This design comes from an exercise in tuning for small area, a short achievable clock period and few clock cycles per item on the open sky130 flow, not from production work.
Only simulation tests tie the RTL to the original design; equivalence was not proved.
Power and IR drop assume default switching activity.

Q:
// speckr_core
module speckr_core (
    input  wire        clk,
    input  wire        rst,         
    input  wire        start,
    input  wire [2:0]  cmd,
    output wire        ready,
    output reg         done,
    input  wire [95:0] key,         
    input  wire [63:0] din,         
    input  wire [63:0] pidx,
    input  wire [63:0] psize,
    input  wire [63:0] boff,
    output reg  [63:0] dout,        
    output wire [63:0] ctr,
    output wire [4:0]  rk_offset
);
Size: ~5900 cells after synthesis, ~590 flip-flops.
Settings: LEC_CHECK=0, CAP_MARGIN=20, CORE_MARGIN=2, CORE_UTILIZATION=45, SLEW_MARGIN=20, TNS_END_PERCENT=0; clock period 11.0 ns.
standard.sh (not shown) runs the stock make flow with config.mk's settings and CLKGATE_MAP_FILE= SYNTH_SCRIPT=/design/flow/synth_recipe.tcl, a recipe that flattens the netlist after the stock synthesis.
==> flow/flow/run.sh <==
#!/bin/bash
set -euo pipefail
export SETUP_SLACK_MARGIN=5.3
export BUFFER_PORTS_ARGS="-buffer_cell sky130_fd_sc_hd__buf_2"
bash standard.sh > standard.log 2>&1
Q completed end to end with timing, DRC and antenna clean.
Testbench counts of Q, summed over its fixed seeds: cycles 21,791, items 2,400.
#### Input delta (P over Q)
-- flow/design.v --
<<< Q, line 79
    reg [1:0]  mcin;        
    reg        bprev;       
    reg        mfirst;      
    reg [7:0]  mlo_s, mlo_c;    
    assign ready     = ~busy;
    assign ctr       = ctr_q;
>>> P, line 79
    reg [1:0]  mcin;        
    reg        bprev;       
    assign ready     = ~busy;
    assign ctr       = ctr_q;
<<< Q, line 106
    wire [63:0] r_out  = {din[63:32] ^ r_last[31:0], din[31:0] ^ r_last[63:32]};
    wire [63:0] xq = busy ? bswap2(s_q) : pidx;
    reg  [63:0] brow [0:3];
    reg  [3:0]  bneg;
>>> P, line 104
    wire [63:0] r_out  = {din[63:32] ^ r_last[31:0], din[31:0] ^ r_last[63:32]};
    wire [63:0] xq = busy ? bswap2(s_q) : pidx;
    wire [63:0] ms = busy ? p_q[63:0] : {boff[60:0], 3'b000};    
    reg  [63:0] brow [0:3];
    reg  [3:0]  bneg;
<<< Q, line 124
            brow[bj][2*bj-2] = bneg[bj-1];
    end
    wire [63:0] ms_in = ~busy ? {boff[60:0], 3'b000} : p_q[63:0];
    wire [63:0] mc_in = ~busy ? {57'd0, bneg[3], 6'd0} : mc_q;
    wire [8:0]  mret0 = mlo_s + mlo_c;
    wire [1:0]  mcin_in = mfirst ? {1'b0, mret0[8]} : mcin;
    wire [127:0] cs1 = csa(ms_in, mc_in, brow[0]);
    wire [127:0] cs2 = csa(brow[1], brow[2], brow[3]);
    wire [127:0] cs3 = csa(cs1[63:0], cs1[127:64], cs2[63:0]);
    wire [127:0] cs4 = csa(cs3[63:0], cs3[127:64], cs2[127:64]);
    wire [9:0]  mret   = cs4[7:0] + cs4[71:64] + mcin_in + {busy & bneg[3], 6'd0};
    wire [63:0] ms_nxt = {8'd0, cs4[63:8]};
    wire [63:0] mc_nxt = {8'd0, cs4[127:72]};
    wire [63:0] xs_nxt = bswap2(~busy ? {8'd0, xq[63:8]} :
                                mfirst ? {mret[7:0], mret0[7:0], xq[55:8]} : {mret[7:0], xq[63:8]});
    wire [4:0] ofs_plus = ofs_q + 5'd7;
    wire [4:0] ofs_next = (ofs_plus >= 5'd18) ? ofs_plus - 5'd18 : ofs_plus;
>>> P, line 123
            brow[bj][2*bj-2] = bneg[bj-1];
    end
    wire [127:0] cs1 = csa(ms, busy ? mc_q : 64'd0, brow[0]);
    wire [127:0] cs2 = csa(brow[1], brow[2], brow[3]);
    wire [127:0] cs3 = csa(cs1[63:0], cs1[127:64], cs2[63:0]);
    wire [127:0] cs4 = csa(cs3[63:0], cs3[127:64], cs2[127:64]);
    wire [9:0]  mret   = cs4[7:0] + cs4[71:64] + (busy ? mcin : 2'd0) + {bneg[3], 6'd0};
    wire [63:0] ms_nxt = {8'd0, cs4[63:8]};
    wire [63:0] mc_nxt = {8'd0, cs4[127:72]};
    wire [63:0] xs_nxt = bswap2({mret[7:0], xq[63:8]});
    wire [4:0] ofs_plus = ofs_q + 5'd7;
    wire [4:0] ofs_next = (ofs_plus >= 5'd18) ? ofs_plus - 5'd18 : ofs_plus;
<<< Q, line 162
    always @(posedge clk) begin
        mc_q  <= mc_nxt;
        mcin   <= mret[9:8];
        bprev  <= xq[7];
        mfirst <= ~busy;
        mlo_s  <= cs4[7:0];
        mlo_c  <= cs4[71:64];
    end
    always @(posedge clk) begin
>>> P, line 156
    always @(posedge clk) begin
        mc_q  <= mc_nxt;
        mcin  <= mret[9:8];
        bprev <= xq[7];
    end
    always @(posedge clk) begin
[summary]
- Summary of P over Q: switching power of the nets shrank by 2.8%, largest net degree at the start of global routing went down, clock network latency to the later pin of the worst-skew pair neither gained nor lost much, design area lost about 1.4%.
- The area growth from synthesis to layout in P sits 1.6 points below the value recorded for Q.
- Q → P: via count of the first global-routing pass higher, clock sink total has decreased, critical path depth lower.
- Reported clock group power, P and Q: larger value in P
Testbench counts of P, summed over its fixed seeds: cycles 21,791, items 2,400.

---

The RTL this note starts from:
==> flow/design.v <==
module speckr_core (
    input  wire        clk,
    input  wire        rst,         
    input  wire        start,
    input  wire [2:0]  cmd,
    output wire        ready,
    output reg         done,
    input  wire [95:0] key,         
    input  wire [63:0] din,         
    input  wire [63:0] pidx,
    input  wire [63:0] psize,
    input  wire [63:0] boff,
    output reg  [63:0] dout,        
    output wire [63:0] ctr,
    output wire [4:0]  rk_offset
);
    localparam [2:0] CMD_KEY_EXPAND = 3'd1;
    localparam [2:0] CMD_ENC_CTR    = 3'd3;
    localparam [2:0] CMD_ENC_POS    = 3'd4;
    localparam [2:0] CMD_RESET_CTR  = 3'd5;
    localparam [2:0] CMD_LOAD_CTR   = 3'd6;
    localparam [4:0] CTR_LASTC = 5'd3;      
    localparam [4:0] MUL_LASTC = 5'd7;      
    localparam [4:0] POS_LASTC = 5'd20;     
    localparam [4:0] KEY_LASTC = 5'd9;      
    function [31:0] bswap32;
        input [31:0] v;
        begin
            bswap32 = {v[7:0], v[15:8], v[23:16], v[31:24]};
        end
    endfunction
    function [63:0] bswap2;
        input [63:0] v;
        begin
            bswap2 = {bswap32(v[63:32]), bswap32(v[31:0])};
        end
    endfunction
    function [95:0] kstep;
        input [95:0] s;
        input [4:0]  p;
        reg   [31:0] sum;
        begin
            sum   = {s[39:32], s[63:40]} + s[31:0];
            kstep = {sum ^ {27'd0, p}, s[95:64], sum ^ ({s[28:0], s[31:29]} ^ {27'd0, p})};
        end
    endfunction
    function [63:0] cround;
        input [63:0] s;
        input [31:0] k;
        reg   [31:0] sum;
        begin
            sum    = {s[39:32], s[63:40]} + s[31:0];
            cround = {sum ^ k, sum ^ ({s[28:0], s[31:29]} ^ k)};
        end
    endfunction
    function [15:0] csa8;     
        input [7:0] a, b, c;
        begin
            csa8 = {((a & b) | (a & c) | (b & c)) << 1, a ^ b ^ c};
        end
    endfunction
    function [127:0] csa;     
        input [63:0] a, b, c;
        begin
            csa = {((a & b) | (a & c) | (b & c)) << 1, a ^ b ^ c};
        end
    endfunction
    reg        busy;
    reg        op_ctr, op_pos, op_key;
    reg        mph;         
    reg [4:0]  cnt;
    reg        last;        
    reg        wrap;        
    reg [63:0] ctr_q;
    reg [4:0]  ofs_q;
    reg [95:0] m_q;
    reg [95:0] w_q;
    reg [4:0]  wpos;        
    reg [4:0]  wrem;        
    reg [95:0] p_q;
    reg [4:0]  ppos;
    reg [4:0]  prem;
    reg [63:0] s_q;         
    reg [63:0] mc_q;        
    reg [1:0]  mcin;        
    reg        bprev;       
    reg        mfirst;      
    reg [7:0]  mlo_s, mlo_c;    
    assign ready     = ~busy;
    assign ctr       = ctr_q;
    assign rk_offset = ofs_q;
    wire accept = start & ~busy;
    wire a_key  = accept & (cmd == CMD_KEY_EXPAND);
    wire a_ctr  = accept & (cmd == CMD_ENC_CTR);
    wire a_pos  = accept & (cmd == CMD_ENC_POS);
    wire a_rst  = accept & (cmd == CMD_RESET_CTR);
    wire a_load = accept & (cmd == CMD_LOAD_CTR);
    wire [95:0] w1 = kstep(w_q, wpos);
    wire [95:0] w2 = kstep(w1, wpos + 5'd1);
    wire [95:0] p1 = kstep(p_q, ppos);
    wire [95:0] p2 = kstep(p1, ppos + 5'd1);
    wire       wrap_now = (ofs_q >= 5'd11);
    wire [4:0] pdo  = busy ? prem : (wrap_now ? ofs_q - 5'd11 : 5'd0);
    wire [1:0] ptap = (pdo >= 5'd2) ? 2'd2 : pdo[1:0];
    wire [95:0] p_step = (ptap == 2'd2) ? p2 : (ptap == 2'd1) ? p1 : p_q;
    wire [1:0] wtap = (wrem >= 5'd2) ? 2'd2 : wrem[1:0];
    wire [31:0] k0 = op_pos ? p_q[31:0] : w_q[31:0];
    wire [31:0] k1 = op_pos ? p1[31:0]  : w1[31:0];
    wire [63:0] r1 = cround(s_q, k0);
    wire [63:0] r2 = cround(r1, k1);
    wire [63:0] r_last = op_pos ? r2 : r1;
    wire [63:0] r_out  = {din[63:32] ^ r_last[31:0], din[31:0] ^ r_last[63:32]};
    wire [63:0] xq = busy ? bswap2(s_q) : pidx;
    reg  [63:0] brow [0:3];
    reg  [3:0]  bneg;
    integer bj;
    reg  b2, b1, b0, bone, btwo;
    always @(*) begin
        for (bj = 0; bj < 4; bj = bj + 1) begin
            b2 = xq[2*bj+1];
            b1 = xq[2*bj];
            b0 = (bj == 0) ? busy & bprev : xq[2*bj-1];
            bone = b1 ^ b0;
            btwo = (b2 & ~b1 & ~b0) | (~b2 & b1 & b0);
            bneg[bj] = b2 & ~(b1 & b0);
            brow[bj] = (({64{bone}} & psize) | ({64{btwo}} & {psize[62:0], 1'b0})) ^ {64{bneg[bj]}};
            brow[bj] = brow[bj] << (2 * bj);
        end
        for (bj = 1; bj < 4; bj = bj + 1)
            brow[bj][2*bj-2] = bneg[bj-1];
    end
    wire [63:0] ms_in = ~busy ? {boff[60:0], 3'b000} : p_q[63:0];
    wire [63:0] mc_in = ~busy ? {57'd0, bneg[3], 6'd0} : mc_q;
    wire [8:0]  mret0 = mlo_s + mlo_c;
    wire [1:0]  mcin_in = mfirst ? {1'b0, mret0[8]} : mcin;
    wire [127:0] cs1 = csa(ms_in, mc_in, brow[0]);
    wire [127:0] cs2 = csa(brow[1], brow[2], brow[3]);
    wire [127:0] cs3 = csa(cs1[63:0], cs1[127:64], cs2[63:0]);
    wire [127:0] cs4 = csa(cs3[63:0], cs3[127:64], cs2[127:64]);
    wire [63:0] xr = bswap2(s_q);
    reg  [7:0]  lrow [0:3];
    reg  [3:0]  lneg;
    reg  l2, l1, l0, lone, ltwo;
    always @(*) begin
        for (bj = 0; bj < 4; bj = bj + 1) begin
            l2 = xr[2*bj+1];
            l1 = xr[2*bj];
            l0 = (bj == 0) ? bprev : xr[2*bj-1];
            lone = l1 ^ l0;
            ltwo = (l2 & ~l1 & ~l0) | (~l2 & l1 & l0);
            lneg[bj] = l2 & ~(l1 & l0);
            lrow[bj] = (({8{lone}} & psize[7:0]) | ({8{ltwo}} & {psize[6:0], 1'b0})) ^ {8{lneg[bj]}};
            lrow[bj] = lrow[bj] << (2 * bj);
        end
        for (bj = 1; bj < 4; bj = bj + 1)
            lrow[bj][2*bj-2] = lneg[bj-1];
    end
    wire [15:0] cl1 = csa8(p_q[7:0], mc_q[7:0], lrow[0]);
    wire [15:0] cl2 = csa8(lrow[1], lrow[2], lrow[3]);
    wire [15:0] cl3 = csa8(cl1[7:0], cl1[15:8], cl2[7:0]);
    wire [15:0] cl4 = csa8(cl3[7:0], cl3[15:8], cl2[15:8]);
    wire [9:0]  mret   = cl4[7:0] + cl4[15:8] + mcin_in + {lneg[3], 6'd0};
    wire [63:0] ms_nxt = {8'd0, cs4[63:8]};
    wire [63:0] mc_nxt = {8'd0, cs4[127:72]};
    wire [63:0] xs_nxt = bswap2(~busy ? {8'd0, xq[63:8]} :
                                mfirst ? {mret[7:0], mret0[7:0], xq[55:8]} : {mret[7:0], xq[63:8]});
    wire [4:0] ofs_plus = ofs_q + 5'd7;
    wire [4:0] ofs_next = (ofs_plus >= 5'd18) ? ofs_plus - 5'd18 : ofs_plus;
    wire        ctr_inc = busy & last & op_ctr;
    wire [63:0] ctr_d   = (rst | a_rst) ? 64'd0 : a_load ? din : ctr_inc ? ctr_q + 64'd1 : ctr_q;
    always @(posedge clk) begin
        ctr_q <= ctr_d;
        if (rst | a_rst)
            ofs_q <= 5'd0;
        else if (ctr_inc)
            ofs_q <= ofs_next;
    end
    always @(posedge clk) begin
        if (rst | a_rst | a_load | (busy & last & (op_ctr | op_pos)))
            s_q <= bswap2(ctr_d);
        else if (a_pos | busy & mph)
            s_q <= xs_nxt;
        else if (a_ctr | (busy & (op_ctr | op_pos)))
            s_q <= r2;
        else
            s_q <= bswap2(ctr_d);
    end
    always @(posedge clk)
        dout <= r_out;
    always @(posedge clk) begin
        mc_q  <= mc_nxt;
        mcin   <= mret[9:8];
        bprev  <= xq[7];
        mfirst <= ~busy;
        mlo_s  <= cs4[7:0];
        mlo_c  <= cs4[71:64];
    end
    always @(posedge clk) begin
        if (a_key)
            m_q <= key;
    end
    always @(posedge clk) begin
        if (rst) begin
            wpos <= 5'd0;
        end else if (a_key) begin
            w_q  <= key;
            wpos <= 5'd0;
            wrem <= ofs_q;
        end else if (a_rst) begin
            w_q  <= p_q;             
            wpos <= 5'd0;
        end else if (a_ctr) begin
            w_q  <= w2;
            wpos <= wpos + 5'd2;
        end else if (busy & op_ctr) begin
            if (last & wrap) begin
                w_q  <= p_q;
                wpos <= ppos;
            end else if (last) begin
                w_q  <= w1;
                wpos <= wpos + 5'd1;
            end else begin
                w_q  <= w2;
                wpos <= wpos + 5'd2;
            end
        end else if (busy & op_key) begin
            w_q  <= (wtap == 2'd2) ? w2 : (wtap == 2'd1) ? w1 : w_q;
            wpos <= wpos + wtap;
            wrem <= wrem - wtap;
        end
    end
    always @(posedge clk) begin
        if (rst | ~busy & ~accept | busy & last | busy & mph & (cnt == MUL_LASTC)) begin
            p_q  <= m_q;
            ppos <= 5'd0;
            prem <= 5'd26;
        end else if (a_pos | busy & mph) begin
            p_q[63:0] <= ms_nxt;
        end else if (a_ctr | busy & (op_ctr | op_pos)) begin
            p_q  <= p_step;
            ppos <= ppos + ptap;
            prem <= pdo - ptap;
        end
    end
    always @(posedge clk) begin
        if (rst) begin
            busy <= 1'b0;
            done <= 1'b0;
            cnt  <= 5'd0;
            last <= 1'b0;
            mph  <= 1'b0;
            op_key <= 1'b0;
            op_ctr <= 1'b0;
            op_pos <= 1'b0;
        end else begin
            done <= 1'b0;
            if (!busy) begin
                cnt <= 5'd1;
                if (a_key | a_ctr | a_pos) begin
                    busy   <= 1'b1;
                    op_key <= a_key;
                    op_ctr <= a_ctr;
                    op_pos <= a_pos;
                    mph    <= a_pos;
                    wrap   <= wrap_now;
                    last   <= 1'b0;
                end else if (accept) begin
                    done <= 1'b1;
                end
            end else begin
                cnt  <= cnt + 5'd1;
                last <= op_ctr & (cnt == CTR_LASTC - 5'd1) |
                        op_pos & (cnt == POS_LASTC - 5'd1) |
                        op_key & (cnt == KEY_LASTC - 5'd1);
                if (cnt == MUL_LASTC)
                    mph <= 1'b0;
                if (last) begin
                    busy   <= 1'b0;
                    done   <= 1'b1;
                    op_key <= 1'b0;
                    op_ctr <= 1'b0;
                    op_pos <= 1'b0;
                end
            end
        end
    end
endmodule
export LEC_CHECK = 0
export CAP_MARGIN = 20
export CORE_MARGIN = 2
export CORE_UTILIZATION = 42
export SLEW_MARGIN = 20
export TNS_END_PERCENT = 0
create_clock -name core_clock -period 11.0 [get_ports {clk}]
==> flow/flow/run.sh <==
#!/bin/bash
set -euo pipefail
export SETUP_SLACK_MARGIN=5.4
export BUFFER_PORTS_ARGS="-buffer_cell sky130_fd_sc_hd__buf_2"
bash standard.sh > standard.log 2>&1
Testbench counts at the start, summed over its fixed seeds: cycles 21,791, items 2,400.
Rerun with:
--- a/flow/design.v
+++ b/flow/design.v
@@ -50,14 +50,8 @@
         reg   [31:0] sum;
         begin
             sum    = {s[39:32], s[63:40]} + s[31:0];
             cround = {sum ^ k, sum ^ ({s[28:0], s[31:29]} ^ k)};
-        end
-    endfunction
-    function [15:0] csa8;     
-        input [7:0] a, b, c;
-        begin
-            csa8 = {((a & b) | (a & c) | (b & c)) << 1, a ^ b ^ c};
         end
     endfunction
     function [127:0] csa;     
         input [63:0] a, b, c;
@@ -136,31 +130,9 @@
     wire [127:0] cs1 = csa(ms_in, mc_in, brow[0]);
     wire [127:0] cs2 = csa(brow[1], brow[2], brow[3]);
     wire [127:0] cs3 = csa(cs1[63:0], cs1[127:64], cs2[63:0]);
     wire [127:0] cs4 = csa(cs3[63:0], cs3[127:64], cs2[127:64]);
-    wire [63:0] xr = bswap2(s_q);
-    reg  [7:0]  lrow [0:3];
-    reg  [3:0]  lneg;
-    reg  l2, l1, l0, lone, ltwo;
-    always @(*) begin
-        for (bj = 0; bj < 4; bj = bj + 1) begin
-            l2 = xr[2*bj+1];
-            l1 = xr[2*bj];
-            l0 = (bj == 0) ? bprev : xr[2*bj-1];
-            lone = l1 ^ l0;
-            ltwo = (l2 & ~l1 & ~l0) | (~l2 & l1 & l0);
-            lneg[bj] = l2 & ~(l1 & l0);
-            lrow[bj] = (({8{lone}} & psize[7:0]) | ({8{ltwo}} & {psize[6:0], 1'b0})) ^ {8{lneg[bj]}};
-            lrow[bj] = lrow[bj] << (2 * bj);
-        end
-        for (bj = 1; bj < 4; bj = bj + 1)
-            lrow[bj][2*bj-2] = lneg[bj-1];
-    end
-    wire [15:0] cl1 = csa8(p_q[7:0], mc_q[7:0], lrow[0]);
-    wire [15:0] cl2 = csa8(lrow[1], lrow[2], lrow[3]);
-    wire [15:0] cl3 = csa8(cl1[7:0], cl1[15:8], cl2[7:0]);
-    wire [15:0] cl4 = csa8(cl3[7:0], cl3[15:8], cl2[15:8]);
-    wire [9:0]  mret   = cl4[7:0] + cl4[15:8] + mcin_in + {lneg[3], 6'd0};
+    wire [9:0]  mret   = cs4[7:0] + cs4[71:64] + mcin_in + {busy & bneg[3], 6'd0};
     wire [63:0] ms_nxt = {8'd0, cs4[63:8]};
     wire [63:0] mc_nxt = {8'd0, cs4[127:72]};
     wire [63:0] xs_nxt = bswap2(~busy ? {8'd0, xq[63:8]} :
                                 mfirst ? {mret[7:0], mret0[7:0], xq[55:8]} : {mret[7:0], xq[63:8]});
What happened: Synthesized cell count came out lower by 2.2%. Flip-flop and latch count does not change. Global-route usage goes down by 0.29 points. Routed wire length is lower by 2.5%. Sequential power came out higher by about 4%. Total power went up by 5.1%.
Testbench counts after the change, summed over its fixed seeds: cycles 21,791, items 2,400.

## static timing again, ports no longer ideal
In the flow no input, the clock included, has a driving cell. The finished layouts below were timed again as built, in two steps.
Step 1 assumes that a clkbuf_16 drives the clock port and a buf_2 every other input.
Step 2, shift: input delay + t, output delay - t, t = (earliest + latest rising clock arrival at the registers) / 2. This alone moves slack from input paths to output paths.
Three values: no drivers, after step 1, after step 2; two values: the first two.
run | t, ns | setup slack, ns | worst setup path at the end | worst slew at a driven data input, ns
Q | 0.768 | 5.012 / 5.012 / 4.372 | input to register | 0.08
P | 0.760 | 4.917 / 4.917 / 4.303 | input to register | 0.08
the first run of note 2 | 0.800 | 5.168 / 5.168 / 4.476 | input to register | 0.21
the second run of note 2 | 0.772 | 5.041 / 5.041 / 4.380 | input to register | 0.19
After both steps setup and hold are still met in every run listed. For the first run of note 2, which loses most, drivers alone change the setup slack by 0.000 ns; drivers and shift together by -0.692 ns.
